Context: an optimization exercise on an open-source flow, tuned for a short achievable clock period and few clock cycles. The choices shown serve that exercise and are no tape-out recipe. Function was not checked in any run shown here: the RTL went through the layout flow alone.

[flow/run.sh]
#!/bin/bash
# Standard layout (the standard.sh, which runs the standard synthesis
# script), with more slow cells kept out of synthesis and repair: three-input
# XORs, high-stack OR/NOR/AND-OR cells and the like. Registers are untouched
# (flip-flops are mapped before ABC and none of them is in the list).
set -euo pipefail
PL=$(cat flow/platform_dont_use.txt)
EXTRA=$(cat flow/extra_dont_use.txt)
bash standard.sh "DONT_USE_CELLS=$PL $EXTRA" finish > standard.log 2>&1
[flow/extra_dont_use.txt]
sky130_fd_sc_hd__a2111o_1 sky130_fd_sc_hd__a2111o_2 sky130_fd_sc_hd__a2111o_4 sky130_fd_sc_hd__a2111oi_0 sky130_fd_sc_hd__a2111oi_1 sky130_fd_sc_hd__a2111oi_2 sky130_fd_sc_hd__a2111oi_4 sky130_fd_sc_hd__a222oi_1 sky130_fd_sc_hd__a41o_1 sky130_fd_sc_hd__a41o_2 sky130_fd_sc_hd__a41o_4 sky130_fd_sc_hd__a41oi_1 sky130_fd_sc_hd__a41oi_2 sky130_fd_sc_hd__a41oi_4 sky130_fd_sc_hd__nor4_1 sky130_fd_sc_hd__nor4_2 sky130_fd_sc_hd__nor4_4 sky130_fd_sc_hd__nor4b_1 sky130_fd_sc_hd__nor4b_2 sky130_fd_sc_hd__nor4b_4 sky130_fd_sc_hd__nor4bb_1 sky130_fd_sc_hd__nor4bb_2 sky130_fd_sc_hd__nor4bb_4 sky130_fd_sc_hd__o2111a_1 sky130_fd_sc_hd__o2111a_2 sky130_fd_sc_hd__o2111a_4 sky130_fd_sc_hd__o2111ai_1 sky130_fd_sc_hd__o2111ai_2 sky130_fd_sc_hd__o2111ai_4 sky130_fd_sc_hd__o41a_1 sky130_fd_sc_hd__o41a_2 sky130_fd_sc_hd__o41a_4 sky130_fd_sc_hd__o41ai_1 sky130_fd_sc_hd__o41ai_2 sky130_fd_sc_hd__o41ai_4 sky130_fd_sc_hd__or3_1 sky130_fd_sc_hd__or3_2 sky130_fd_sc_hd__or3_4 sky130_fd_sc_hd__or3b_1 sky130_fd_sc_hd__or3b_2 sky130_fd_sc_hd__or3b_4 sky130_fd_sc_hd__or4_1 sky130_fd_sc_hd__or4_2 sky130_fd_sc_hd__or4_4 sky130_fd_sc_hd__or4b_1 sky130_fd_sc_hd__or4b_2 sky130_fd_sc_hd__or4b_4 sky130_fd_sc_hd__or4bb_1 sky130_fd_sc_hd__or4bb_2 sky130_fd_sc_hd__or4bb_4 sky130_fd_sc_hd__xnor3_1 sky130_fd_sc_hd__xnor3_2 sky130_fd_sc_hd__xnor3_4 sky130_fd_sc_hd__xor3_1 sky130_fd_sc_hd__xor3_2 sky130_fd_sc_hd__xor3_4  sky130_fd_sc_hd__a211oi_1 sky130_fd_sc_hd__a211oi_2 sky130_fd_sc_hd__a211oi_4 sky130_fd_sc_hd__a221o_1 sky130_fd_sc_hd__a221o_2 sky130_fd_sc_hd__a221o_4 sky130_fd_sc_hd__a221oi_1 sky130_fd_sc_hd__a221oi_2 sky130_fd_sc_hd__a221oi_4 sky130_fd_sc_hd__a311o_1 sky130_fd_sc_hd__a311o_2 sky130_fd_sc_hd__a311o_4 sky130_fd_sc_hd__a311oi_1 sky130_fd_sc_hd__a311oi_2 sky130_fd_sc_hd__a311oi_4 sky130_fd_sc_hd__a32o_1 sky130_fd_sc_hd__a32o_2 sky130_fd_sc_hd__a32o_4 sky130_fd_sc_hd__a32oi_1 sky130_fd_sc_hd__a32oi_2 sky130_fd_sc_hd__a32oi_4 sky130_fd_sc_hd__and4_1 sky130_fd_sc_hd__and4_2 sky130_fd_sc_hd__and4_4 sky130_fd_sc_hd__and4b_1 sky130_fd_sc_hd__and4b_2 sky130_fd_sc_hd__and4b_4 sky130_fd_sc_hd__and4bb_1 sky130_fd_sc_hd__and4bb_2 sky130_fd_sc_hd__and4bb_4 sky130_fd_sc_hd__mux4_1 sky130_fd_sc_hd__mux4_2 sky130_fd_sc_hd__mux4_4 sky130_fd_sc_hd__nand4_1 sky130_fd_sc_hd__nand4_2 sky130_fd_sc_hd__nand4_4 sky130_fd_sc_hd__nand4b_1 sky130_fd_sc_hd__nand4b_2 sky130_fd_sc_hd__nand4b_4 sky130_fd_sc_hd__nand4bb_1 sky130_fd_sc_hd__nand4bb_2 sky130_fd_sc_hd__nand4bb_4 sky130_fd_sc_hd__nor3_1 sky130_fd_sc_hd__nor3_2 sky130_fd_sc_hd__nor3_4 sky130_fd_sc_hd__nor3b_1 sky130_fd_sc_hd__nor3b_2 sky130_fd_sc_hd__nor3b_4 sky130_fd_sc_hd__o211ai_1 sky130_fd_sc_hd__o211ai_2 sky130_fd_sc_hd__o211ai_4 sky130_fd_sc_hd__o221a_1 sky130_fd_sc_hd__o221a_2 sky130_fd_sc_hd__o221a_4 sky130_fd_sc_hd__o221ai_1 sky130_fd_sc_hd__o221ai_2 sky130_fd_sc_hd__o221ai_4 sky130_fd_sc_hd__o311a_1 sky130_fd_sc_hd__o311a_2 sky130_fd_sc_hd__o311a_4 sky130_fd_sc_hd__o311ai_0 sky130_fd_sc_hd__o311ai_1 sky130_fd_sc_hd__o311ai_2 sky130_fd_sc_hd__o311ai_4 sky130_fd_sc_hd__o32a_1 sky130_fd_sc_hd__o32a_2 sky130_fd_sc_hd__o32a_4 sky130_fd_sc_hd__o32ai_1 sky130_fd_sc_hd__o32ai_2 sky130_fd_sc_hd__o32ai_4 
[flow/platform_dont_use.txt]
sky130_fd_sc_hd__lpflow_bleeder_1 sky130_fd_sc_hd__lpflow_clkbufkapwr_1 sky130_fd_sc_hd__lpflow_clkbufkapwr_16 sky130_fd_sc_hd__lpflow_clkbufkapwr_2 sky130_fd_sc_hd__lpflow_clkbufkapwr_4 sky130_fd_sc_hd__lpflow_clkbufkapwr_8 sky130_fd_sc_hd__lpflow_clkinvkapwr_1 sky130_fd_sc_hd__lpflow_clkinvkapwr_16 sky130_fd_sc_hd__lpflow_clkinvkapwr_2 sky130_fd_sc_hd__lpflow_clkinvkapwr_4 sky130_fd_sc_hd__lpflow_clkinvkapwr_8 sky130_fd_sc_hd__lpflow_decapkapwr_12 sky130_fd_sc_hd__lpflow_decapkapwr_3 sky130_fd_sc_hd__lpflow_decapkapwr_4 sky130_fd_sc_hd__lpflow_decapkapwr_6 sky130_fd_sc_hd__lpflow_decapkapwr_8 sky130_fd_sc_hd__lpflow_inputiso0n_1 sky130_fd_sc_hd__lpflow_inputiso0p_1 sky130_fd_sc_hd__lpflow_inputiso1n_1 sky130_fd_sc_hd__lpflow_inputiso1p_1 sky130_fd_sc_hd__lpflow_inputisolatch_1 sky130_fd_sc_hd__lpflow_isobufsrc_1 sky130_fd_sc_hd__lpflow_isobufsrc_16 sky130_fd_sc_hd__lpflow_isobufsrc_2 sky130_fd_sc_hd__lpflow_isobufsrc_4 sky130_fd_sc_hd__lpflow_isobufsrc_8 sky130_fd_sc_hd__lpflow_isobufsrckapwr_16 sky130_fd_sc_hd__lpflow_lsbuf_lh_hl_isowell_tap_1 sky130_fd_sc_hd__lpflow_lsbuf_lh_hl_isowell_tap_2 sky130_fd_sc_hd__lpflow_lsbuf_lh_hl_isowell_tap_4 sky130_fd_sc_hd__lpflow_lsbuf_lh_isowell_4 sky130_fd_sc_hd__lpflow_lsbuf_lh_isowell_tap_1 sky130_fd_sc_hd__lpflow_lsbuf_lh_isowell_tap_2 sky130_fd_sc_hd__lpflow_lsbuf_lh_isowell_tap_4 sky130_fd_sc_hd__probe_p_8 sky130_fd_sc_hd__probec_p_8 
[standard.sh]
#!/bin/bash
# synth_recipe.tcl (not shown) runs the flow's synth.tcl, then flattens the netlist and writes it again
# the make line also repeats each setting of config.mk as NAME=value (left out here)
make -C /OpenROAD-flow-scripts/flow DESIGN_CONFIG=/design/flow/config.mk WORK_HOME=/design/flow/orfs CLKGATE_MAP_FILE= SYNTH_SCRIPT=/design/flow/synth_recipe.tcl "${@:-finish}"
[config.mk]
export PLATFORM = sky130hd
export DESIGN_NAME = crc32_engine
export DESIGN_NICKNAME = crc32_engine
export VERILOG_FILES = /design/flow/design.v
export SDC_FILE = /design/flow/constraint.sdc
export NUM_CORES = 4
export LEC_CHECK = 0
export ABC_CLOCK_PERIOD_IN_PS = 1000
export CAP_MARGIN = 20
export CORE_MARGIN = 2
export CORE_UTILIZATION = 40
export SETUP_SLACK_MARGIN = 4.6
export SLEW_MARGIN = 20
export TNS_END_PERCENT = 100
[constraint.sdc]
create_clock -name core_clock -period 6.0 [get_ports {clk}]
set_input_delay 1.2000 -clock core_clock [delete_from_list [all_inputs] [get_ports {clk}]]
set_output_delay 1.2000 -clock core_clock [all_outputs]
set_load 0.01 [all_outputs]
[design.v]
module crc32_rom (
    input  wire [7:0]  idx,
    output wire [31:0] data
);
    assign data[0] = idx[2];
    assign data[1] = idx[0] ^ idx[3];
    assign data[2] = idx[0] ^ idx[1] ^ idx[4];
    assign data[3] = idx[1] ^ idx[2] ^ idx[5];
    assign data[4] = idx[0] ^ idx[2] ^ idx[3] ^ idx[6];
    assign data[5] = idx[1] ^ idx[3] ^ idx[4] ^ idx[7];
    assign data[6] = idx[4] ^ idx[5];
    assign data[7] = idx[0] ^ idx[5] ^ idx[6];
    assign data[8] = idx[1] ^ idx[6] ^ idx[7];
    assign data[9] = idx[7];
    assign data[10] = idx[2];
    assign data[11] = idx[3];
    assign data[12] = idx[0] ^ idx[4];
    assign data[13] = idx[0] ^ idx[1] ^ idx[5];
    assign data[14] = idx[1] ^ idx[2] ^ idx[6];
    assign data[15] = idx[2] ^ idx[3] ^ idx[7];
    assign data[16] = idx[0] ^ idx[2] ^ idx[3] ^ idx[4];
    assign data[17] = idx[0] ^ idx[1] ^ idx[3] ^ idx[4] ^ idx[5];
    assign data[18] = idx[0] ^ idx[1] ^ idx[2] ^ idx[4] ^ idx[5] ^ idx[6];
    assign data[19] = idx[1] ^ idx[2] ^ idx[3] ^ idx[5] ^ idx[6] ^ idx[7];
    assign data[20] = idx[3] ^ idx[4] ^ idx[6] ^ idx[7];
    assign data[21] = idx[2] ^ idx[4] ^ idx[5] ^ idx[7];
    assign data[22] = idx[2] ^ idx[3] ^ idx[5] ^ idx[6];
    assign data[23] = idx[3] ^ idx[4] ^ idx[6] ^ idx[7];
    assign data[24] = idx[0] ^ idx[2] ^ idx[4] ^ idx[5] ^ idx[7];
    assign data[25] = idx[0] ^ idx[1] ^ idx[2] ^ idx[3] ^ idx[5] ^ idx[6];
    assign data[26] = idx[0] ^ idx[1] ^ idx[2] ^ idx[3] ^ idx[4] ^ idx[6] ^ idx[7];
    assign data[27] = idx[1] ^ idx[3] ^ idx[4] ^ idx[5] ^ idx[7];
    assign data[28] = idx[0] ^ idx[4] ^ idx[5] ^ idx[6];
    assign data[29] = idx[0] ^ idx[1] ^ idx[5] ^ idx[6] ^ idx[7];
    assign data[30] = idx[0] ^ idx[1] ^ idx[6] ^ idx[7];
    assign data[31] = idx[1] ^ idx[7];
endmodule
module crc32_engine (
    input  wire        clk,
    input  wire        rst,
    input  wire        cmd_valid,
    output wire        cmd_ready,
    input  wire [7:0]  cmd,
    input  wire [31:0] din,
    output wire [31:0] dout,
    output wire        err
);
    localparam [31:0] X_INIT = 32'h9226F562;
    reg [31:0] x_q;       
    reg [31:0] xb_q;      
    reg [31:0] y_q;       
    reg [31:0] w_q;       
    reg [31:0] s_sv_q;    
    reg [31:0] d_sv_q;    
    reg [2:0]  fold_q;    
    reg        rst_q;     
    reg        keep_q;    
    reg        sres_q;    
    reg        dres_q;    
    reg [31:0] dout_q;    
    reg        err_q;     
    reg        ready_q;   
    reg        rt_q;      
    reg [7:0]  idx_q;     
    wire zhi     = ~cmd[7] & ~cmd[3] & ~cmd[2];
    wire zlo     = ~cmd[1] & ~cmd[0];
    wire full    = cmd[1] & cmd[0];
    wire op_upd  = zhi & ~cmd[6] &  cmd[5] &  cmd[4];
    wire op_init = zhi & ~cmd[6] & ~cmd[5] &  cmd[4] & zlo;
    wire op_load = zhi & ~cmd[6] &  cmd[5] & ~cmd[4] & zlo;
    wire op_rds  = zhi &  cmd[6] & ~cmd[5] & ~cmd[4] & zlo;
    wire op_fin  = zhi &  cmd[6] & ~cmd[5] &  cmd[4] & zlo;
    wire op_rdt  = zhi &  cmd[6] &  cmd[5] & ~cmd[4] & zlo;
    wire op_nop  = zhi & ~cmd[6] & ~cmd[5] & ~cmd[4] & zlo;
    wire op_short = op_upd & ~full;
    wire fast    = (op_upd & full) | op_init | op_load | op_rds | op_fin | op_nop;
    wire legal   = fast | op_short | op_rdt;
    wire acc     = cmd_valid & ready_q;
    wire c_upd   =  cmd[5] &  cmd[4];               
    wire c_load  =  cmd[5] & ~cmd[4];               
    wire c_init  = ~cmd[6] & ~cmd[5] &  cmd[4];     
    wire c_rds   =  cmd[6] & ~cmd[5] & ~cmd[4];     
    wire c_fin   =  cmd[6] & ~cmd[5] &  cmd[4];     
    wire upd     = acc & c_upd;
    wire x_set   = (acc & c_init) | rst_q;
    wire y_load  = acc & c_load;
    wire xy_keep = keep_q & ~(acc & (cmd[5] | c_init));
    wire go      = acc & ~rst;
    wire d_keep  = ~rst & ~rt_q & ~dres_q & ~(acc & cmd[6] & ~cmd[5]);
    wire [31:0] t4, c1, c2, c3;
    assign t4[0] = x_q[0] ^ x_q[1] ^ x_q[2] ^ x_q[3] ^ x_q[4] ^ x_q[6] ^ x_q[7] ^ x_q[8] ^ x_q[16] ^ x_q[20] ^ x_q[22] ^ x_q[23] ^ x_q[26];
    assign t4[1] = ~xb_q[1] ^ ~xb_q[2] ^ ~xb_q[3] ^ ~xb_q[4] ^ x_q[5] ^ ~xb_q[7] ^ ~xb_q[8] ^ x_q[9] ^ x_q[17] ^ x_q[21] ^ ~xb_q[23] ^ x_q[24] ^ x_q[27];
    assign t4[2] = ~xb_q[0] ^ x_q[2] ^ x_q[3] ^ x_q[4] ^ ~xb_q[5] ^ ~xb_q[6] ^ x_q[8] ^ ~xb_q[9] ^ x_q[10] ^ x_q[18] ^ ~xb_q[22] ^ ~xb_q[24] ^ x_q[25] ^ x_q[28];
    assign t4[3] = x_q[1] ^ ~xb_q[3] ^ ~xb_q[4] ^ x_q[5] ^ x_q[6] ^ x_q[7] ^ x_q[9] ^ ~xb_q[10] ^ x_q[11] ^ x_q[19] ^ x_q[23] ^ ~xb_q[25] ^ ~xb_q[26] ^ x_q[29];
    assign t4[4] = ~xb_q[2] ^ x_q[4] ^ ~xb_q[5] ^ ~xb_q[6] ^ ~xb_q[7] ^ ~xb_q[8] ^ x_q[10] ^ ~xb_q[11] ^ x_q[12] ^ ~xb_q[20] ^ x_q[24] ^ x_q[26] ^ ~xb_q[27] ^ x_q[30];
    assign t4[5] = x_q[0] ^ x_q[3] ^ x_q[5] ^ x_q[6] ^ x_q[7] ^ x_q[8] ^ ~xb_q[9] ^ x_q[11] ^ ~xb_q[12] ^ x_q[13] ^ ~xb_q[21] ^ x_q[25] ^ x_q[27] ^ ~xb_q[28] ^ x_q[31];
    assign t4[6] = ~xb_q[0] ^ x_q[2] ^ ~xb_q[3] ^ x_q[9] ^ ~xb_q[10] ^ x_q[12] ^ ~xb_q[13] ^ x_q[14] ^ ~xb_q[16] ^ x_q[20] ^ ~xb_q[23] ^ x_q[28] ^ ~xb_q[29];
    assign t4[7] = ~xb_q[1] ^ x_q[3] ^ ~xb_q[4] ^ x_q[10] ^ ~xb_q[11] ^ x_q[13] ^ ~xb_q[14] ^ x_q[15] ^ ~xb_q[17] ^ x_q[21] ^ ~xb_q[24] ^ x_q[29] ^ ~xb_q[30];
    assign t4[8] = x_q[0] ^ ~xb_q[2] ^ x_q[4] ^ ~xb_q[5] ^ x_q[11] ^ ~xb_q[12] ^ x_q[14] ^ ~xb_q[15] ^ x_q[16] ^ ~xb_q[18] ^ x_q[22] ^ ~xb_q[25] ^ x_q[30] ^ ~xb_q[31];
    assign t4[9] = ~xb_q[0] ^ x_q[2] ^ ~xb_q[4] ^ x_q[5] ^ ~xb_q[7] ^ ~xb_q[8] ^ x_q[12] ^ ~xb_q[13] ^ x_q[15] ^ x_q[17] ^ ~xb_q[19] ^ ~xb_q[20] ^ ~xb_q[22] ^ x_q[31];
    assign t4[10] = x_q[0] ^ ~xb_q[2] ^ x_q[4] ^ ~xb_q[5] ^ x_q[7] ^ ~xb_q[9] ^ x_q[13] ^ ~xb_q[14] ^ x_q[18] ^ ~xb_q[21] ^ x_q[22] ^ ~xb_q[26];
    assign t4[11] = x_q[1] ^ ~xb_q[3] ^ x_q[5] ^ ~xb_q[6] ^ x_q[8] ^ ~xb_q[10] ^ x_q[14] ^ ~xb_q[15] ^ x_q[19] ^ ~xb_q[22] ^ x_q[23] ^ ~xb_q[27];
    assign t4[12] = x_q[2] ^ ~xb_q[4] ^ x_q[6] ^ ~xb_q[7] ^ x_q[9] ^ ~xb_q[11] ^ x_q[15] ^ ~xb_q[16] ^ x_q[20] ^ ~xb_q[23] ^ x_q[24] ^ ~xb_q[28];
    assign t4[13] = ~xb_q[0] ^ x_q[3] ^ ~xb_q[5] ^ x_q[7] ^ ~xb_q[8] ^ x_q[10] ^ ~xb_q[12] ^ x_q[16] ^ ~xb_q[17] ^ x_q[21] ^ ~xb_q[24] ^ x_q[25] ^ ~xb_q[29];
    assign t4[14] = x_q[0] ^ ~xb_q[1] ^ x_q[4] ^ ~xb_q[6] ^ x_q[8] ^ ~xb_q[9] ^ x_q[11] ^ ~xb_q[13] ^ x_q[17] ^ ~xb_q[18] ^ x_q[22] ^ ~xb_q[25] ^ x_q[26] ^ ~xb_q[30];
    assign t4[15] = x_q[1] ^ ~xb_q[2] ^ x_q[5] ^ ~xb_q[7] ^ x_q[9] ^ ~xb_q[10] ^ x_q[12] ^ ~xb_q[14] ^ x_q[18] ^ ~xb_q[19] ^ x_q[23] ^ ~xb_q[26] ^ x_q[27] ^ ~xb_q[31];
    assign t4[16] = ~xb_q[1] ^ ~xb_q[4] ^ x_q[7] ^ x_q[10] ^ ~xb_q[11] ^ x_q[13] ^ ~xb_q[15] ^ ~xb_q[16] ^ x_q[19] ^ ~xb_q[22] ^ ~xb_q[23] ^ x_q[24] ^ x_q[26] ^ ~xb_q[27] ^ x_q[28];
    assign t4[17] = x_q[2] ^ ~xb_q[5] ^ ~xb_q[8] ^ x_q[11] ^ ~xb_q[12] ^ x_q[14] ^ x_q[16] ^ ~xb_q[17] ^ ~xb_q[20] ^ x_q[23] ^ ~xb_q[24] ^ x_q[25] ^ x_q[27] ^ ~xb_q[28] ^ x_q[29];
    assign t4[18] = ~xb_q[0] ^ ~xb_q[3] ^ x_q[6] ^ ~xb_q[9] ^ x_q[12] ^ ~xb_q[13] ^ x_q[15] ^ x_q[17] ^ ~xb_q[18] ^ ~xb_q[21] ^ x_q[24] ^ ~xb_q[25] ^ ~xb_q[26] ^ x_q[28] ^ ~xb_q[29] ^ x_q[30];
    assign t4[19] = x_q[0] ^ x_q[1] ^ x_q[4] ^ ~xb_q[7] ^ ~xb_q[10] ^ x_q[13] ^ ~xb_q[14] ^ ~xb_q[16] ^ x_q[18] ^ ~xb_q[19] ^ x_q[22] ^ x_q[25] ^ x_q[26] ^ ~xb_q[27] ^ x_q[29] ^ ~xb_q[30] ^ x_q[31];
    assign t4[20] = ~xb_q[0] ^ x_q[3] ^ ~xb_q[4] ^ x_q[5] ^ ~xb_q[6] ^ x_q[7] ^ ~xb_q[11] ^ x_q[14] ^ ~xb_q[15] ^ x_q[16] ^ ~xb_q[17] ^ x_q[19] ^ ~xb_q[22] ^ x_q[27] ^ ~xb_q[28] ^ x_q[30] ^ ~xb_q[31];
    assign t4[21] = x_q[0] ^ ~xb_q[2] ^ ~xb_q[3] ^ ~xb_q[5] ^ ~xb_q[12] ^ x_q[15] ^ x_q[17] ^ ~xb_q[18] ^ x_q[22] ^ ~xb_q[26] ^ x_q[28] ^ ~xb_q[29] ^ x_q[31];
    assign t4[22] = x_q[2] ^ ~xb_q[7] ^ x_q[8] ^ ~xb_q[13] ^ x_q[18] ^ ~xb_q[19] ^ x_q[20] ^ ~xb_q[22] ^ x_q[26] ^ ~xb_q[27] ^ x_q[29] ^ ~xb_q[30];
    assign t4[23] = ~xb_q[0] ^ x_q[3] ^ ~xb_q[8] ^ x_q[9] ^ ~xb_q[14] ^ x_q[19] ^ ~xb_q[20] ^ x_q[21] ^ ~xb_q[23] ^ x_q[27] ^ ~xb_q[28] ^ x_q[30] ^ ~xb_q[31];
    assign t4[24] = ~xb_q[2] ^ ~xb_q[3] ^ x_q[6] ^ x_q[7] ^ x_q[8] ^ ~xb_q[9] ^ x_q[10] ^ ~xb_q[15] ^ ~xb_q[16] ^ ~xb_q[21] ^ x_q[23] ^ ~xb_q[24] ^ ~xb_q[26] ^ x_q[28] ^ ~xb_q[29] ^ x_q[31];
    assign t4[25] = ~xb_q[1] ^ x_q[2] ^ ~xb_q[6] ^ x_q[9] ^ ~xb_q[10] ^ x_q[11] ^ ~xb_q[17] ^ x_q[20] ^ ~xb_q[23] ^ x_q[24] ^ ~xb_q[25] ^ x_q[26] ^ ~xb_q[27] ^ x_q[29] ^ ~xb_q[30];
    assign t4[26] = ~xb_q[2] ^ x_q[3] ^ ~xb_q[7] ^ x_q[10] ^ ~xb_q[11] ^ x_q[12] ^ ~xb_q[18] ^ x_q[21] ^ ~xb_q[24] ^ x_q[25] ^ ~xb_q[26] ^ x_q[27] ^ ~xb_q[28] ^ x_q[30] ^ ~xb_q[31];
    assign t4[27] = x_q[0] ^ x_q[1] ^ x_q[2] ^ x_q[6] ^ x_q[7] ^ x_q[11] ^ ~xb_q[12] ^ x_q[13] ^ x_q[16] ^ ~xb_q[19] ^ ~xb_q[20] ^ x_q[23] ^ ~xb_q[25] ^ ~xb_q[27] ^ x_q[28] ^ ~xb_q[29] ^ x_q[31];
    assign t4[28] = ~xb_q[0] ^ x_q[4] ^ ~xb_q[6] ^ x_q[12] ^ ~xb_q[13] ^ x_q[14] ^ ~xb_q[16] ^ x_q[17] ^ ~xb_q[21] ^ x_q[22] ^ ~xb_q[23] ^ x_q[24] ^ ~xb_q[28] ^ x_q[29] ^ ~xb_q[30];
    assign t4[29] = x_q[0] ^ ~xb_q[1] ^ x_q[5] ^ ~xb_q[7] ^ x_q[13] ^ ~xb_q[14] ^ x_q[15] ^ ~xb_q[17] ^ x_q[18] ^ ~xb_q[22] ^ x_q[23] ^ ~xb_q[24] ^ x_q[25] ^ ~xb_q[29] ^ x_q[30] ^ ~xb_q[31];
    assign t4[30] = ~xb_q[3] ^ ~xb_q[4] ^ x_q[7] ^ x_q[14] ^ ~xb_q[15] ^ ~xb_q[18] ^ x_q[19] ^ x_q[20] ^ x_q[22] ^ x_q[24] ^ ~xb_q[25] ^ ~xb_q[30] ^ x_q[31];
    assign t4[31] = ~xb_q[0] ^ x_q[1] ^ ~xb_q[2] ^ x_q[3] ^ ~xb_q[5] ^ x_q[6] ^ ~xb_q[7] ^ x_q[15] ^ ~xb_q[19] ^ x_q[21] ^ ~xb_q[22] ^ x_q[25] ^ ~xb_q[31];
    assign c1[0] = w_q[2] ^ w_q[8];
    assign c1[1] = w_q[0] ^ w_q[3] ^ w_q[9];
    assign c1[2] = w_q[0] ^ w_q[1] ^ w_q[4] ^ w_q[10];
    assign c1[3] = w_q[1] ^ w_q[2] ^ w_q[5] ^ w_q[11];
    assign c1[4] = w_q[0] ^ w_q[2] ^ w_q[3] ^ w_q[6] ^ w_q[12];
    assign c1[5] = w_q[1] ^ w_q[3] ^ w_q[4] ^ w_q[7] ^ w_q[13];
    assign c1[6] = w_q[4] ^ w_q[5] ^ w_q[14];
    assign c1[7] = w_q[0] ^ w_q[5] ^ w_q[6] ^ w_q[15];
    assign c1[8] = w_q[1] ^ w_q[6] ^ w_q[7] ^ w_q[16];
    assign c1[9] = w_q[7] ^ w_q[17];
    assign c1[10] = w_q[2] ^ w_q[18];
    assign c1[11] = w_q[3] ^ w_q[19];
    assign c1[12] = w_q[0] ^ w_q[4] ^ w_q[20];
    assign c1[13] = w_q[0] ^ w_q[1] ^ w_q[5] ^ w_q[21];
    assign c1[14] = w_q[1] ^ w_q[2] ^ w_q[6] ^ w_q[22];
    assign c1[15] = w_q[2] ^ w_q[3] ^ w_q[7] ^ w_q[23];
    assign c1[16] = w_q[0] ^ w_q[2] ^ w_q[3] ^ w_q[4] ^ w_q[24];
    assign c1[17] = w_q[0] ^ w_q[1] ^ w_q[3] ^ w_q[4] ^ w_q[5] ^ w_q[25];
    assign c1[18] = w_q[0] ^ w_q[1] ^ w_q[2] ^ w_q[4] ^ w_q[5] ^ w_q[6] ^ w_q[26];
    assign c1[19] = w_q[1] ^ w_q[2] ^ w_q[3] ^ w_q[5] ^ w_q[6] ^ w_q[7] ^ w_q[27];
    assign c1[20] = w_q[3] ^ w_q[4] ^ w_q[6] ^ w_q[7] ^ w_q[28];
    assign c1[21] = w_q[2] ^ w_q[4] ^ w_q[5] ^ w_q[7] ^ w_q[29];
    assign c1[22] = w_q[2] ^ w_q[3] ^ w_q[5] ^ w_q[6] ^ w_q[30];
    assign c1[23] = w_q[3] ^ w_q[4] ^ w_q[6] ^ w_q[7] ^ w_q[31];
    assign c1[24] = w_q[0] ^ w_q[2] ^ w_q[4] ^ w_q[5] ^ w_q[7];
    assign c1[25] = w_q[0] ^ w_q[1] ^ w_q[2] ^ w_q[3] ^ w_q[5] ^ w_q[6];
    assign c1[26] = w_q[0] ^ w_q[1] ^ w_q[2] ^ w_q[3] ^ w_q[4] ^ w_q[6] ^ w_q[7];
    assign c1[27] = w_q[1] ^ w_q[3] ^ w_q[4] ^ w_q[5] ^ w_q[7];
    assign c1[28] = w_q[0] ^ w_q[4] ^ w_q[5] ^ w_q[6];
    assign c1[29] = w_q[0] ^ w_q[1] ^ w_q[5] ^ w_q[6] ^ w_q[7];
    assign c1[30] = w_q[0] ^ w_q[1] ^ w_q[6] ^ w_q[7];
    assign c1[31] = w_q[1] ^ w_q[7];
    assign c2[0] = w_q[0] ^ w_q[4] ^ w_q[6] ^ w_q[7] ^ w_q[10] ^ w_q[16];
    assign c2[1] = w_q[1] ^ w_q[5] ^ w_q[7] ^ w_q[8] ^ w_q[11] ^ w_q[17];
    assign c2[2] = w_q[2] ^ w_q[6] ^ w_q[8] ^ w_q[9] ^ w_q[12] ^ w_q[18];
    assign c2[3] = w_q[3] ^ w_q[7] ^ w_q[9] ^ w_q[10] ^ w_q[13] ^ w_q[19];
    assign c2[4] = w_q[4] ^ w_q[8] ^ w_q[10] ^ w_q[11] ^ w_q[14] ^ w_q[20];
    assign c2[5] = w_q[5] ^ w_q[9] ^ w_q[11] ^ w_q[12] ^ w_q[15] ^ w_q[21];
    assign c2[6] = w_q[0] ^ w_q[4] ^ w_q[7] ^ w_q[12] ^ w_q[13] ^ w_q[22];
    assign c2[7] = w_q[1] ^ w_q[5] ^ w_q[8] ^ w_q[13] ^ w_q[14] ^ w_q[23];
    assign c2[8] = w_q[0] ^ w_q[2] ^ w_q[6] ^ w_q[9] ^ w_q[14] ^ w_q[15] ^ w_q[24];
    assign c2[9] = w_q[1] ^ w_q[3] ^ w_q[4] ^ w_q[6] ^ w_q[15] ^ w_q[25];
    assign c2[10] = w_q[2] ^ w_q[5] ^ w_q[6] ^ w_q[10] ^ w_q[26];
    assign c2[11] = w_q[3] ^ w_q[6] ^ w_q[7] ^ w_q[11] ^ w_q[27];
    assign c2[12] = w_q[0] ^ w_q[4] ^ w_q[7] ^ w_q[8] ^ w_q[12] ^ w_q[28];
    assign c2[13] = w_q[0] ^ w_q[1] ^ w_q[5] ^ w_q[8] ^ w_q[9] ^ w_q[13] ^ w_q[29];
    assign c2[14] = w_q[1] ^ w_q[2] ^ w_q[6] ^ w_q[9] ^ w_q[10] ^ w_q[14] ^ w_q[30];
    assign c2[15] = w_q[2] ^ w_q[3] ^ w_q[7] ^ w_q[10] ^ w_q[11] ^ w_q[15] ^ w_q[31];
    assign c2[16] = w_q[0] ^ w_q[3] ^ w_q[6] ^ w_q[7] ^ w_q[8] ^ w_q[10] ^ w_q[11] ^ w_q[12];
    assign c2[17] = w_q[0] ^ w_q[1] ^ w_q[4] ^ w_q[7] ^ w_q[8] ^ w_q[9] ^ w_q[11] ^ w_q[12] ^ w_q[13];
    assign c2[18] = w_q[1] ^ w_q[2] ^ w_q[5] ^ w_q[8] ^ w_q[9] ^ w_q[10] ^ w_q[12] ^ w_q[13] ^ w_q[14];
    assign c2[19] = w_q[0] ^ w_q[2] ^ w_q[3] ^ w_q[6] ^ w_q[9] ^ w_q[10] ^ w_q[11] ^ w_q[13] ^ w_q[14] ^ w_q[15];
    assign c2[20] = w_q[0] ^ w_q[1] ^ w_q[3] ^ w_q[6] ^ w_q[11] ^ w_q[12] ^ w_q[14] ^ w_q[15];
    assign c2[21] = w_q[1] ^ w_q[2] ^ w_q[6] ^ w_q[10] ^ w_q[12] ^ w_q[13] ^ w_q[15];
    assign c2[22] = w_q[2] ^ w_q[3] ^ w_q[4] ^ w_q[6] ^ w_q[10] ^ w_q[11] ^ w_q[13] ^ w_q[14];
    assign c2[23] = w_q[3] ^ w_q[4] ^ w_q[5] ^ w_q[7] ^ w_q[11] ^ w_q[12] ^ w_q[14] ^ w_q[15];
    assign c2[24] = w_q[0] ^ w_q[5] ^ w_q[7] ^ w_q[8] ^ w_q[10] ^ w_q[12] ^ w_q[13] ^ w_q[15];
    assign c2[25] = w_q[1] ^ w_q[4] ^ w_q[7] ^ w_q[8] ^ w_q[9] ^ w_q[10] ^ w_q[11] ^ w_q[13] ^ w_q[14];
    assign c2[26] = w_q[2] ^ w_q[5] ^ w_q[8] ^ w_q[9] ^ w_q[10] ^ w_q[11] ^ w_q[12] ^ w_q[14] ^ w_q[15];
    assign c2[27] = w_q[0] ^ w_q[3] ^ w_q[4] ^ w_q[7] ^ w_q[9] ^ w_q[11] ^ w_q[12] ^ w_q[13] ^ w_q[15];
    assign c2[28] = w_q[0] ^ w_q[1] ^ w_q[5] ^ w_q[6] ^ w_q[7] ^ w_q[8] ^ w_q[12] ^ w_q[13] ^ w_q[14];
    assign c2[29] = w_q[1] ^ w_q[2] ^ w_q[6] ^ w_q[7] ^ w_q[8] ^ w_q[9] ^ w_q[13] ^ w_q[14] ^ w_q[15];
    assign c2[30] = w_q[2] ^ w_q[3] ^ w_q[4] ^ w_q[6] ^ w_q[8] ^ w_q[9] ^ w_q[14] ^ w_q[15];
    assign c2[31] = w_q[3] ^ w_q[5] ^ w_q[6] ^ w_q[9] ^ w_q[15];
    assign c3[0] = w_q[0] ^ w_q[8] ^ w_q[12] ^ w_q[14] ^ w_q[15] ^ w_q[18] ^ w_q[24];
    assign c3[1] = w_q[0] ^ w_q[1] ^ w_q[9] ^ w_q[13] ^ w_q[15] ^ w_q[16] ^ w_q[19] ^ w_q[25];
    assign c3[2] = w_q[0] ^ w_q[1] ^ w_q[2] ^ w_q[10] ^ w_q[14] ^ w_q[16] ^ w_q[17] ^ w_q[20] ^ w_q[26];
    assign c3[3] = w_q[1] ^ w_q[2] ^ w_q[3] ^ w_q[11] ^ w_q[15] ^ w_q[17] ^ w_q[18] ^ w_q[21] ^ w_q[27];
    assign c3[4] = w_q[0] ^ w_q[2] ^ w_q[3] ^ w_q[4] ^ w_q[12] ^ w_q[16] ^ w_q[18] ^ w_q[19] ^ w_q[22] ^ w_q[28];
    assign c3[5] = w_q[0] ^ w_q[1] ^ w_q[3] ^ w_q[4] ^ w_q[5] ^ w_q[13] ^ w_q[17] ^ w_q[19] ^ w_q[20] ^ w_q[23] ^ w_q[29];
    assign c3[6] = w_q[1] ^ w_q[2] ^ w_q[4] ^ w_q[5] ^ w_q[6] ^ w_q[8] ^ w_q[12] ^ w_q[15] ^ w_q[20] ^ w_q[21] ^ w_q[30];
    assign c3[7] = w_q[2] ^ w_q[3] ^ w_q[5] ^ w_q[6] ^ w_q[7] ^ w_q[9] ^ w_q[13] ^ w_q[16] ^ w_q[21] ^ w_q[22] ^ w_q[31];
    assign c3[8] = w_q[3] ^ w_q[4] ^ w_q[6] ^ w_q[7] ^ w_q[8] ^ w_q[10] ^ w_q[14] ^ w_q[17] ^ w_q[22] ^ w_q[23];
    assign c3[9] = w_q[0] ^ w_q[4] ^ w_q[5] ^ w_q[7] ^ w_q[9] ^ w_q[11] ^ w_q[12] ^ w_q[14] ^ w_q[23];
    assign c3[10] = w_q[1] ^ w_q[5] ^ w_q[6] ^ w_q[10] ^ w_q[13] ^ w_q[14] ^ w_q[18];
    assign c3[11] = w_q[0] ^ w_q[2] ^ w_q[6] ^ w_q[7] ^ w_q[11] ^ w_q[14] ^ w_q[15] ^ w_q[19];
    assign c3[12] = w_q[1] ^ w_q[3] ^ w_q[7] ^ w_q[8] ^ w_q[12] ^ w_q[15] ^ w_q[16] ^ w_q[20];
    assign c3[13] = w_q[0] ^ w_q[2] ^ w_q[4] ^ w_q[8] ^ w_q[9] ^ w_q[13] ^ w_q[16] ^ w_q[17] ^ w_q[21];
    assign c3[14] = w_q[0] ^ w_q[1] ^ w_q[3] ^ w_q[5] ^ w_q[9] ^ w_q[10] ^ w_q[14] ^ w_q[17] ^ w_q[18] ^ w_q[22];
    assign c3[15] = w_q[1] ^ w_q[2] ^ w_q[4] ^ w_q[6] ^ w_q[10] ^ w_q[11] ^ w_q[15] ^ w_q[18] ^ w_q[19] ^ w_q[23];
    assign c3[16] = w_q[2] ^ w_q[3] ^ w_q[5] ^ w_q[7] ^ w_q[8] ^ w_q[11] ^ w_q[14] ^ w_q[15] ^ w_q[16] ^ w_q[18] ^ w_q[19] ^ w_q[20];
    assign c3[17] = w_q[0] ^ w_q[3] ^ w_q[4] ^ w_q[6] ^ w_q[8] ^ w_q[9] ^ w_q[12] ^ w_q[15] ^ w_q[16] ^ w_q[17] ^ w_q[19] ^ w_q[20] ^ w_q[21];
    assign c3[18] = w_q[1] ^ w_q[4] ^ w_q[5] ^ w_q[7] ^ w_q[9] ^ w_q[10] ^ w_q[13] ^ w_q[16] ^ w_q[17] ^ w_q[18] ^ w_q[20] ^ w_q[21] ^ w_q[22];
    assign c3[19] = w_q[2] ^ w_q[5] ^ w_q[6] ^ w_q[8] ^ w_q[10] ^ w_q[11] ^ w_q[14] ^ w_q[17] ^ w_q[18] ^ w_q[19] ^ w_q[21] ^ w_q[22] ^ w_q[23];
    assign c3[20] = w_q[3] ^ w_q[6] ^ w_q[7] ^ w_q[8] ^ w_q[9] ^ w_q[11] ^ w_q[14] ^ w_q[19] ^ w_q[20] ^ w_q[22] ^ w_q[23];
    assign c3[21] = w_q[4] ^ w_q[7] ^ w_q[9] ^ w_q[10] ^ w_q[14] ^ w_q[18] ^ w_q[20] ^ w_q[21] ^ w_q[23];
    assign c3[22] = w_q[0] ^ w_q[5] ^ w_q[10] ^ w_q[11] ^ w_q[12] ^ w_q[14] ^ w_q[18] ^ w_q[19] ^ w_q[21] ^ w_q[22];
    assign c3[23] = w_q[0] ^ w_q[1] ^ w_q[6] ^ w_q[11] ^ w_q[12] ^ w_q[13] ^ w_q[15] ^ w_q[19] ^ w_q[20] ^ w_q[22] ^ w_q[23];
    assign c3[24] = w_q[0] ^ w_q[1] ^ w_q[2] ^ w_q[7] ^ w_q[8] ^ w_q[13] ^ w_q[15] ^ w_q[16] ^ w_q[18] ^ w_q[20] ^ w_q[21] ^ w_q[23];
    assign c3[25] = w_q[1] ^ w_q[2] ^ w_q[3] ^ w_q[9] ^ w_q[12] ^ w_q[15] ^ w_q[16] ^ w_q[17] ^ w_q[18] ^ w_q[19] ^ w_q[21] ^ w_q[22];
    assign c3[26] = w_q[2] ^ w_q[3] ^ w_q[4] ^ w_q[10] ^ w_q[13] ^ w_q[16] ^ w_q[17] ^ w_q[18] ^ w_q[19] ^ w_q[20] ^ w_q[22] ^ w_q[23];
    assign c3[27] = w_q[3] ^ w_q[4] ^ w_q[5] ^ w_q[8] ^ w_q[11] ^ w_q[12] ^ w_q[15] ^ w_q[17] ^ w_q[19] ^ w_q[20] ^ w_q[21] ^ w_q[23];
    assign c3[28] = w_q[4] ^ w_q[5] ^ w_q[6] ^ w_q[8] ^ w_q[9] ^ w_q[13] ^ w_q[14] ^ w_q[15] ^ w_q[16] ^ w_q[20] ^ w_q[21] ^ w_q[22];
    assign c3[29] = w_q[5] ^ w_q[6] ^ w_q[7] ^ w_q[9] ^ w_q[10] ^ w_q[14] ^ w_q[15] ^ w_q[16] ^ w_q[17] ^ w_q[21] ^ w_q[22] ^ w_q[23];
    assign c3[30] = w_q[6] ^ w_q[7] ^ w_q[10] ^ w_q[11] ^ w_q[12] ^ w_q[14] ^ w_q[16] ^ w_q[17] ^ w_q[22] ^ w_q[23];
    assign c3[31] = w_q[7] ^ w_q[11] ^ w_q[13] ^ w_q[14] ^ w_q[17] ^ w_q[23];
    wire [31:0] s_cur = t4 ^ y_q;
    wire [31:0] dmask = din & {{8{cmd[1] & cmd[0]}}, {8{cmd[1]}},
                               {8{cmd[1] | cmd[0]}}, 8'hFF};
    wire [31:0] s_in  = t4 ^ (y_q ^ dmask);
    wire [31:0] x_d = ({32{upd}} & s_in) | ({32{x_set}} & X_INIT) | ({32{xy_keep}} & x_q);
    wire [31:0] t_rd;
    crc32_rom u_rom (.idx(idx_q), .data(t_rd));
    always @(posedge clk) begin
        idx_q   <= din[7:0];
        w_q     <= s_in;
        s_sv_q  <= s_cur;
        d_sv_q  <= dout_q;
        rst_q   <= rst;
        keep_q  <= ~rst & ~(acc & ~fast);
        sres_q  <= go & ~(fast | op_short);
        dres_q  <= go & ~legal;
        fold_q  <= {3{go & op_short}} &
                   {cmd[1:0] == 2'd2, cmd[1:0] == 2'd1, cmd[1:0] == 2'd0};
        x_q     <= x_d;
        xb_q    <= ~x_d;
        y_q     <= ({32{y_load}} & din) | ({32{fold_q[0]}} & c1) | ({32{fold_q[1]}} & c2) |
                   ({32{fold_q[2]}} & c3) | ({32{sres_q}} & s_sv_q) | ({32{xy_keep}} & y_q);
        dout_q  <= {32{~rst}} & (({32{acc & c_rds}} & s_cur) | ({32{acc & c_fin}} & ~s_cur) |
                   ({32{rt_q}} & t_rd) | ({32{dres_q}} & d_sv_q) | ({32{d_keep}} & dout_q));
        err_q   <= ~rst & (err_q | (go & ~legal));
        ready_q <= ~rst & ~(go & ~fast);
        rt_q    <= go & op_rdt;
    end
    assign cmd_ready = ready_q;
    assign dout      = dout_q;
    assign err       = err_q;
endmodule
==> results of run 1 <==
[cell families after synthesis]
group	Yosys count
AOI/OAI and AO/OA	261
buffers and inverters	132
xor gates and xnor gates	689
and+or+nand+nor	167
DFF	242
muxes	23
[worst reg2reg max path, cell delays in order, from the launching register on]
cell	delay, ns
dfxtp_2	0.36
xnor2_2	0.37
xnor2_2	0.16
xnor2_2	0.34
xnor2_2	0.16
xnor2_2	0.29
buf_6	0.19
xnor2_4	0.13
a22o_1	0.20
[state kept, by name, indices dropped and copies added, names as in the netlist, 3 cells and up]
signal	cells
y_q	32
x_q	32
s_sv_q	32
idx_q	8
d_sv_q	32
w_q	32
fold_q	3
xb_q	32
dout_q	32
[what timing repair did]
item,CTS,global route
endpoints found under the setup margin,236,237
setup buffers,213,78
gates cloned,24,0
resized for setup,796,202
pin swaps,193,197
[cells in the mapped netlist, drive strengths merged (22+ instances only)]
library cell  instances  area, um2
xnor2               564       5330
dfxtp               242       4840
xor2                125       1120
nand2                97        364
clkbuf               76        294
a21oi                74        370
a22o                 54        474
a22oi                53        398
o21ai                52        260
buf                  34        181
nand3                27        135
mux2i                23        230
inv                  22       82.6
[final timing paths]
check / start / endpoint / slack, ns / cells after the start
worst max register to register: y_q[27] / x_q[27] / 3.70 / 8
worst min-delay path: dout_q[17] / d_sv_q[17] / 0.38 / 0
worst min register to register: dout_q[17] / d_sv_q[17] / 0.38 / 0
worst max-delay path: y_q[27] / x_q[27] / 3.70 / 8
[per-stage QoR]
stage	util	cells
after detailed placement	0.467	1956
after global placement	0.467	1956
final	0.695	2322
after floorplan	-	1514
after CTS	0.643	2244
after global routing	0.695	2322
[layout by cell type, fill, tap and decap left out, types with 14 or more instances in the layout]
| master | netlist | layout |
|---|---|---|
| xnor2_1 | 518 | 293 |
| xnor2_2 | 42 | 162 |
| buf_4 | 4 | 147 |
| buf_6 | 1 | 140 |
| dfxtp_1 | 242 | 119 |
| xnor2_4 | 4 | 109 |
| xor2_1 | 121 | 91 |
| dfxtp_2 | 0 | 62 |
| dfxtp_4 | 0 | 61 |
| nand2_1 | 97 | 57 |
| buf_12 | 0 | 49 |
| a22o_1 | 53 | 45 |
| o21ai_1 | 2 | 44 |
| a21oi_1 | 74 | 31 |
| nand2_4 | 0 | 29 |
| a22oi_1 | 53 | 28 |
| clkbuf_16 | 0 | 28 |
| clkdlybuf4s50_1 | 0 | 27 |
| a21oi_2 | 0 | 26 |
| a22oi_2 | 0 | 25 |
| xor2_4 | 0 | 22 |
| mux2i_1 | 23 | 19 |
| nand3_1 | 27 | 19 |
| a21oi_4 | 0 | 17 |
| and2_4 | 0 | 14 |
[area by class of cell]
type	count	area, um2
tap	461	577
inverter	22	82.6
clock buffer	42	823
sequential	242	5150
multi-input combinational	1152	13500
fill	2295	10900
clock inverter	9	83.8
timing repair buffer	394	4540
[per-layer routing]
layer  GRT usage  vias up  routed length [um]
li1            -     5605                   -
met1       0.428     6418               25900
met2       0.530      804               31000
met3      0.0644      240                6020
met4       0.181        0                5370
met5           0        -                   0
==> run_results.csv, run 1 <==
group,metric,value,unit
logic_synthesis,yosys_warnings,1,
layout,drive_above_1_share,0.546,
clock_tree,cts_made_buffers,28,
critical_path,crit_family,"XOR/XNOR gates",
clock_tree,cts_root_buffer,"clkbuf_16",
critical_path,end_kind,"flip-flop",
logic_synthesis,syn_nets,1557,
status,status,"timing/DRC/antenna clean",
layout,area_delta_synth_final,70.4,%
global_route,grt_max_degree,34,
drt,drtIter0Drc,1370,
layout,nNetsFinal,1883,
drt,route.detailed.drc,0,
floorplan,start_util,0.408,
global_route,grt_usage,0.334,
layout,diodes,0,
run,cap_violations,0,
clock_tree,clk_latency,0.58,ns
timing,fin_skew,0.0419,ns
logic_synthesis,synth.distinct_cells,34,
logic_synthesis,synthXorXnorAreaFrac,0.444,
global_route,grt_pass1_wl,91300,um
floorplan,io_pins,77,
placed_design,port_buffers,76,
logic_synthesis,synthFlopType,"dfxtp_1",
hold_path,min_path_type,"reg2reg",
critical_path,required,6.44,ns
floorplan,dieArea,0.0379,mm2
timing,worst_pin_slew,0.611,ns
logic_synthesis,synth_simple_gate_area_frac,0.0513,
global_route,grt_overflow,0,
timing,maxSlewViolCount,0,
logic_synthesis,synth_compound_area_frac,0.118,
logic_synthesis,synth_edf_count,0,
logic_synthesis,synthMuxAreaShare,0.0158,
clock_tree,cts_tree,"yes",
timing,finalSetupTns,0,ns
clock_tree,cts_sinks,242,
clock_tree,clk_pin_slew,0.06,ns
critical_path,critPathMaxStageDelay,0.37,ns
critical_path,cpMostUsedCell,"xnor2_2",
critical_path,critical_path_class,"reg2reg",
drt,finalWirelength,68300,um
clock_tree,clock_path_buffers,3,
global_route,antenna_found_initial,0,
placed_design,dp_hpwl,40200,um
logic_synthesis,ys_ff_latch,242,
timing,finalCriticalPeriod,2.30,ns
placed_design,gp_congestion,0.938,
logic_synthesis,syn_area_per_cell,9.61,um2
floorplan,core_area,0.0357,mm2
drt,vias_per_cell,5.63,
placed_design,dpl-instance-area,0.0166,mm2
logic_synthesis,synth_top_family_by_area,"XOR/XNOR gates",
logic_synthesis,ys_seq_area_frac,0.333,
placed_design,dpl_worst_slack,2.13,ns
logic_synthesis,synth_fa_ha_area_frac,0,
timing,hold_viol_final,0,
floorplan,num_rows,69,
logic_synthesis,synth_area,0.0145,mm2
logic_synthesis,synth-async-reset-ratio,0,
timing,fin_hold_ws,0.380,ns
critical_path,crit_slowest_cell,"xnor2_2",
critical_path,cp.buffers_inverters,1,
drt,dr.pass1.iters,5,
floorplan,die_y,195,um
logic_synthesis,synth_cells,1514,
drt,final_antenna_net_count,0,
clock_tree,htree_levels,1,
floorplan,die_w,195,um
timing,setup_slack,3.70,ns
timing,finalSetupViolations,0,
timing,clock.fmax,0.435,GHz
critical_path,arrival,2.74,ns
global_route,grt_pass1_vias,12900,
timing,post-route-period-util,0.383,
timing,rsz0062_at_grt,"yes",
critical_path,crit_fanout,3,
clock_tree,cts_hold_buf,0,
drt,num_vias,13100,
layout,finalInstanceArea,0.0248,mm2
critical_path,cp_cell_sequence,"xnor2_2 > xnor2_2 > xnor2_2 > xnor2_2 > xnor2_2 > buf_6 > xnor2_4 > a22o_1",
drt,route.detailed.wl_per_inst,29.4,um
timing,slew_headroom,0.590,
critical_path,critPathLaunchType,"flip-flop",
==> run 2: changes to the inputs <==
--- a/config.mk
+++ b/config.mk
@@ -9,6 +9,6 @@
 export CAP_MARGIN = 20
 export CORE_MARGIN = 2
 export CORE_UTILIZATION = 40
-export SETUP_SLACK_MARGIN = 4.6
+export SETUP_SLACK_MARGIN = 5.0
 export SLEW_MARGIN = 20
 export TNS_END_PERCENT = 100
==> run 2 against run 1 <==
Against the previous run: hold slack worse by 0.00077 ns; global-route usage is 1.7 points higher; sequential share of layout area is 0.24 points lower; final area is 1.5% higher; critical endpoint is now y_q[8]; register-to-register slack worse by 0.18 ns; clock-buffer cell count is 3 lower; still clean on timing, DRC and antenna; synthesized area stayed put.
==> run_results.csv, run 2 <==
group,metric,value,unit
status,status,"timing/DRC/antenna clean",
placed_design,gp_congestion,0.927,
floorplan,io_pins,77,
global_route,grt_max_degree,34,
timing,clock.fmax,0.404,GHz
global_route,grt_pass1_wl,95900,um
hold_path,min_path_cells,0,
layout,most-common-layout-cells,"292 x xnor2_1, 158 x buf_6, 150 x buf_4",
drt,drtIter0Drc,1379,
layout,area_delta_synth_final,72.9,%
placed_design,port_buffers,76,
hold_path,min_path_type,"reg2reg",
clock_tree,cts_sinks,242,
timing,maxSlewViolCount,0,
floorplan,dieArea,0.0379,mm2
global_route,grt_pass1_vias,13400,
hold_path,hold_path_end,"d_sv_q[29]",
layout,final_core_util,0.706,
clock_tree,clk_pin_slew,0.07,ns
critical_path,required,6.42,ns
run,cap_violations,0,
logic_synthesis,syn_area_per_cell,9.61,um2
logic_synthesis,syn_nets,1557,
logic_synthesis,synth_cells,1514,
clock_tree,cts_hold_buf,0,
drt,num_vias,13500,
critical_path,end_kind,"flip-flop",
critical_path,critPathMaxStageDelay,0.72,ns
critical_path,crit_fanout,5,
clock_tree,cts_made_buffers,28,
critical_path,reg2reg_to,"y_q[8]",
timing,post-route-period-util,0.413,
timing,rsz0062_at_grt,"yes",
critical_path,cp_num_cells,7,
floorplan,core_area,0.0357,mm2
critical_path,cp.buffers_inverters,1,
logic_synthesis,yosysTopAreaCell,"dfxtp_1",
critical_path,reg2regPathDepth,7,
timing,worst_pin_slew,0.887,ns
logic_synthesis,ys_ff_latch,242,
timing,setup_slack,3.52,ns
layout,mostFrequentLayoutCell,"xnor2_1",
logic_synthesis,synth.distinct_cells,34,
placed_design,dp_hpwl,40300,um
logic_synthesis,ys_seq_area_frac,0.333,
timing,finalSetupTns,0,ns
critical_path,reg2reg_slack,3.52,ns
clock_tree,clock_path_buffers,3,
clock_tree,htree_levels,1,
critical_path,rr_startpoint,"w_q[7]",
hold_path,worstHoldStart,"dout_q[29]",
drt,dr.pass1.iters,5,
critical_path,crit_slowest_cell,"a21oi_1",
critical_path,critical_path_class,"reg2reg",
logic_synthesis,synth_top_area_frac,0.333,
logic_synthesis,synth-async-reset-ratio,0,
clock_tree,clk_latency,0.59,ns
floorplan,die_y,195,um
floorplan,num_rows,69,
timing,hold_viol_final,0,
global_route,grt_overflow,0,
clock_tree,cts_root_buffer,"clkbuf_16",
logic_synthesis,yosysMostFrequentCell,"xnor2_1",
logic_synthesis,netlist_top_cells_count,"518 x xnor2_1, 242 x dfxtp_1, 121 x xor2_1, 97 x nand2_1, 74 x a21oi_1",
logic_synthesis,synth_area,0.0145,mm2
drt,route.detailed.wl_per_inst,31.3,um
global_route,antenna_found_initial,0,
placed_design,dpl_worst_slack,2.09,ns
floorplan,start_util,0.408,
logic_synthesis,synth.area.top_cells,"dfxtp_1 33%, xnor2_1 31%, xor2_1 7.3%, xnor2_2 4.7%, a22o_1 3.2%",
critical_path,arrival,2.89,ns
timing,fin_skew,0.0249,ns
timing,finalSetupViolations,0,
timing,slew_headroom,0.408,
logic_synthesis,yosys_warnings,1,
logic_synthesis,synthFlopType,"dfxtp_1",
critical_path,crit_start,"w_q[7]",
layout,nFillCells,2274,
layout,nNetsFinal,1897,
drt,vias_per_cell,5.79,
clock_tree,cts_tree,"yes",
logic_synthesis,synth_edf_count,0,
drt,finalWirelength,73200,um
drt,final_antenna_net_count,0,
critical_path,crit_family,"XOR/XNOR gates",
timing,finalCriticalPeriod,2.48,ns
layout,drive_above_1_share,0.550,
critical_path,cpMostUsedCell,"xnor2_4",
critical_path,cp_cell_sequence,"xnor2_4 > buf_12 > xnor2_4 > xnor2_2 > xnor2_1 > a21oi_1 > nand3_1",
floorplan,die_w,195,um
critical_path,critPathLaunchType,"flip-flop",
global_route,grt_usage,0.351,
drt,route.detailed.drc,0,
==> run 2: cell counts after synthesis <==
Identical to the previous run, type by type.
==> run 2: worst max-delay path by stage <==
stage | end
floorplan | dout_q[20]
global placement | xb_q[12]
detailed placement | xb_q[12]
CTS | dout[31]
global route | y_q[8]
finish | y_q[8]
==> run 2: area by class of cell <==
type	instances	area, um2	share of cell area
antenna	1	2.50	0.0000995
clock buffer	39	805	0.0320
clock inverter	11	186	0.00741
inverter	22	82.6	0.00328
multi-input combinational	1150	13700	0.546
sequential	242	5160	0.205
tap	461	577	0.0229
timing repair buffer	410	4610	0.183
==> run 2: metrics by stage <==
stage / area (um2) / hold slack, ns / instances
CTS: 23500 / 0.378 / 2265
global route: 25200 / 0.383 / 2335
detailed placement: 16800 / 0.349 / 1957
floorplan: 16200 / 0.375 / 1514
finish: 25200 / 0.379 / 2336
global placement: 16800 / 0.347 / 1956
==> run 2: cells by family (layout without fill, tap and decap cells) <==
family          after synthesis  count (layout)  share of synthesized area
compound gates              261             261                      0.118
xor+xnor                    689             689                      0.444
buf+inv                     132             482                     0.0384
flops                       242             242                      0.333
mux                          23              23                     0.0158
other cells                   0               1                          0
simple gates                167             177                     0.0513
==> run 2: repair_timing <==
| action | in CTS | in global routing |
|---|---|---|
| pin swaps | 220 | 164 |
| gates resized for setup | 834 | 175 |
| setup endpoints to repair | 244 | 235 |
| cloned | 18 | 1 |
| setup buffers | 240 | 69 |
==> run 2: worst reg2reg max path, delay by kind of cell (launching register included) <==
family / cells / cell delay (ns)
and+or+nand+nor: 1 / 0.22
AOI/OAI and AO/OA: 1 / 0.72
buffers and inverters: 1 / 0.16
DFF: 1 / 0.42
xor gates and xnor gates: 4 / 0.78
==> run 2: routing by layer <==
| layer | wire [um] | track usage | vias to the layer above |
|---|---|---|---|
| met3 | 7340 | 0.0770 | 377 |
| li1 | - | - | 5620 |
| met2 | 32700 | 0.563 | 946 |
| met4 | 6820 | 0.204 | 0 |
| met5 | 0 | 0 | - |
| met1 | 26300 | 0.435 | 6594 |
==> run 3: changes to the inputs <==
--- a/config.mk
+++ b/config.mk
@@ -8,7 +8,7 @@
 export ABC_CLOCK_PERIOD_IN_PS = 1000
 export CAP_MARGIN = 20
 export CORE_MARGIN = 2
-export CORE_UTILIZATION = 40
+export CORE_UTILIZATION = 35
 export SETUP_SLACK_MARGIN = 5.0
 export SLEW_MARGIN = 20
 export TNS_END_PERCENT = 100
==> run 3 against run 2 <==
Against the previous run: global-route usage is 6.1 points lower; highest routed layer unchanged; flip-flop and latch count stayed put; hold slack hardly changed; first-iteration DRC count is 7.7% higher; synthesized cell count stayed put.
==> run_results.csv, run 3 <==
group,metric,value,unit
status,status,"timing/DRC/antenna clean",
clock_tree,cts_sinks,242,
critical_path,critPathLaunchType,"flip-flop",
layout,area_delta_synth_final,77.7,%
logic_synthesis,synth-async-reset-ratio,0,
critical_path,end_kind,"flip-flop",
drt,final_antenna_net_count,0,
logic_synthesis,synth_top_area_frac,0.333,
timing,finalCriticalPeriod,2.33,ns
global_route,grt_overflow,0,
logic_synthesis,synthMuxAreaShare,0.0158,
floorplan,dieArea,0.0432,mm2
critical_path,arrival,2.77,ns
clock_tree,clock_path_buffers,3,
layout,mostFrequentLayoutCell,"xnor2_1",
floorplan,die_w,208,um
logic_synthesis,synth_fa_ha_area_frac,0,
clock_tree,cts_root_buffer,"clkbuf_16",
critical_path,crit_fanout,3,
timing,clock.fmax,0.429,GHz
drt,num_vias,13600,
logic_synthesis,yosysTopAreaCell,"dfxtp_1",
logic_synthesis,synth_edf_count,0,
logic_synthesis,syn_area_per_cell,9.61,um2
critical_path,required,6.44,ns
layout,most-common-layout-cells,"264 x xnor2_1, 180 x buf_6, 169 x xnor2_2",
clock_tree,htree_levels,1,
clock_tree,cts_tree,"yes",
drt,drtIter0Drc,1485,
timing,slew_headroom,0.536,
floorplan,core_area,0.0409,mm2
clock_tree,cts_made_buffers,26,
drt,vias_per_cell,5.58,
placed_design,dp_hpwl,40000,um
global_route,grt_usage,0.290,
clock_tree,clk_latency,0.58,ns
logic_synthesis,synthFlopType,"dfxtp_1",
global_route,grt_max_degree,34,
timing,fin_skew,0.0348,ns
layout,final_core_util,0.632,
logic_synthesis,synth_simple_gate_area_frac,0.0513,
placed_design,gp_congestion,0.932,
logic_synthesis,ys_seq_area_frac,0.333,
layout,diodes,0,
floorplan,start_util,0.356,
clock_tree,cts_hold_buf,0,
floorplan,io_pins,77,
global_route,antenna_found_initial,0,
hold_path,min_path_type,"reg2reg",
run,cap_violations,0,
logic_synthesis,syn_nets,1557,
layout,nNetsFinal,1923,
drt,route.detailed.wl_per_inst,29.0,um
timing,worst_pin_slew,0.692,ns
logic_synthesis,synth_top_family_by_area,"XOR/XNOR gates",
timing,finalSetupTns,0,ns
layout,drive_above_1_share,0.585,
clock_tree,clk_pin_slew,0.07,ns
logic_synthesis,synth_area,0.0145,mm2
critical_path,critical_path_class,"reg2reg",
logic_synthesis,yosys_warnings,1,
timing,finalSetupViolations,0,
timing,hold_viol_final,0,
placed_design,port_buffers,76,
timing,post-route-period-util,0.389,
global_route,grt_pass1_vias,13300,
timing,maxSlewViolCount,0,
floorplan,num_rows,74,
global_route,grt_pass1_wl,92100,um
drt,route.detailed.drc,0,
timing,rsz0062_at_grt,"yes",
drt,dr.pass1.iters,6,
logic_synthesis,synthXorXnorAreaFrac,0.444,
logic_synthesis,synth.area.top_cells,"dfxtp_1 33%, xnor2_1 31%, xor2_1 7.3%, xnor2_2 4.7%, a22o_1 3.2%",
logic_synthesis,netlist_top_cells_count,"518 x xnor2_1, 242 x dfxtp_1, 121 x xor2_1, 97 x nand2_1, 74 x a21oi_1",
logic_synthesis,yosysMostFrequentCell,"xnor2_1",
logic_synthesis,synth_compound_area_frac,0.118,
logic_synthesis,ys_ff_latch,242,
logic_synthesis,synth.distinct_cells,34,
drt,finalWirelength,70400,um
floorplan,die_y,208,um
logic_synthesis,synth_cells,1514,
[run 3: cell count changes in the layout (fill, tap and decap cells not counted), sizes merged, moves of 2 or more]
| cell | before | now |
|---|---|---|
| buf | 381 | 410 |
| clkbuf | 40 | 29 |
| clkdlybuf4s50 | 23 | 19 |
| and2 | 16 | 19 |
| bufinv | 4 | 7 |
| clkinv | 5 | 8 |
| dlygate4sd2 | 2 | 5 |
| inv | 23 | 25 |
| nor2 | 17 | 15 |
[run 3: metal layers]
metal / vias to the layer above / part of all wire / GRT usage
met4: 0 / 0.085 / 0.135
li1: 5670 / - / -
met1: 6586 / 0.37 / 0.368
met3: 376 / 0.099 / 0.0693
met5: - / 0 / 0
met2: 928 / 0.45 / 0.464
[run 3: worst paths after layout]
check	start	to	slack (ns)	depth (start not counted)
min	dout_q[7]	d_sv_q[7]	0.38	0
max reg2reg	xb_q[15]	x_q[8]	3.67	8
max	xb_q[15]	x_q[8]	3.67	8
min reg2reg	dout_q[7]	d_sv_q[7]	0.38	0
[run 3: logic make-up (layout without fill, tap and decap cells)]
| logic type | after synthesis | after routing |
|---|---|---|
| compound gates | 261 | 261 |
| xor+xnor | 689 | 689 |
| buf+inv | 132 | 507 |
| flops | 242 | 242 |
| mux | 23 | 23 |
| simple gates | 167 | 178 |
[run 3: what timing repair did]
action                     4_1_cts  5_1_grt
setup buffers                  253       82
pin swaps                      271      172
setup endpoints to repair      244      236
resized for setup              928      184
cloned                          20        2
[run 3: area by class of cell]
cell class / instances / area, um2
multi-input combinational: 1151 / 14000
sequential: 242 / 5200
timing repair buffer: 437 / 4920
inverter: 22 / 82.6
clock buffer: 29 / 682
tap: 532 / 666
clock inverter: 19 / 320
fill: 2787 / 15100
[run 3: through the flow]
step           instances  hold slack [ns]  cell area, um2  setup WS [ns]
2_1_floorplan       1514            0.375           16200           3.47
3_3_place_gp        2027            0.348           16900           1.94
3_5_place_dp        2027            0.347           16900           1.89
4_1_cts             2348            0.379           24100           3.74
5_1_grt             2432            0.384           25900           3.61
6_report            2432            0.379           25900           3.67
[run 3: critical path, stage by stage, from the launching register on]
cell and delay (ns):
dfxtp_4 0.47, xor2_4 0.39, xor2_1 0.16, xnor2_1 0.31
xnor2_1 0.15, xnor2_2 0.17, buf_6 0.15, xor2_4 0.19
a21bo_2 0.21

-- separate check: timing with driven ports --
The results above use ideal ports. As a check the final layouts listed here were re-extracted and re-timed, cells and wires unchanged.
Step 1 (the two cells are an assumption about what drives the block):
set clk [get_ports {clk}]
set_driving_cell -lib_cell sky130_fd_sc_hd__clkbuf_16 $clk
set_driving_cell -lib_cell sky130_fd_sc_hd__buf_2 [delete_from_list [all_inputs] $clk]
Step 2, shift: input delay + t, output delay - t, t = (earliest + latest rising clock arrival at the registers) / 2. This alone moves slack from input paths to output paths.
a / b / c = no drivers / after step 1 / after step 2; a / b = the first two.
| run | t, ns | setup slack, ns | hold slack, ns |
|---|---|---|---|
| run 1 | 0.612 | 3.701 / 3.676 / 3.222 | 0.380 / 0.380 / 0.380 |
| run 2 | 0.629 | 3.525 / 3.525 / 3.283 | 0.379 / 0.379 / 0.379 |
| run 3 | 0.615 | 3.669 / 3.669 / 3.285 | 0.379 / 0.379 / 0.379 |
After both steps setup and hold are still met in every run listed. The setup slack of run 1, which loses most, moves by -0.025 ns with the drivers and by -0.479 ns with both steps.
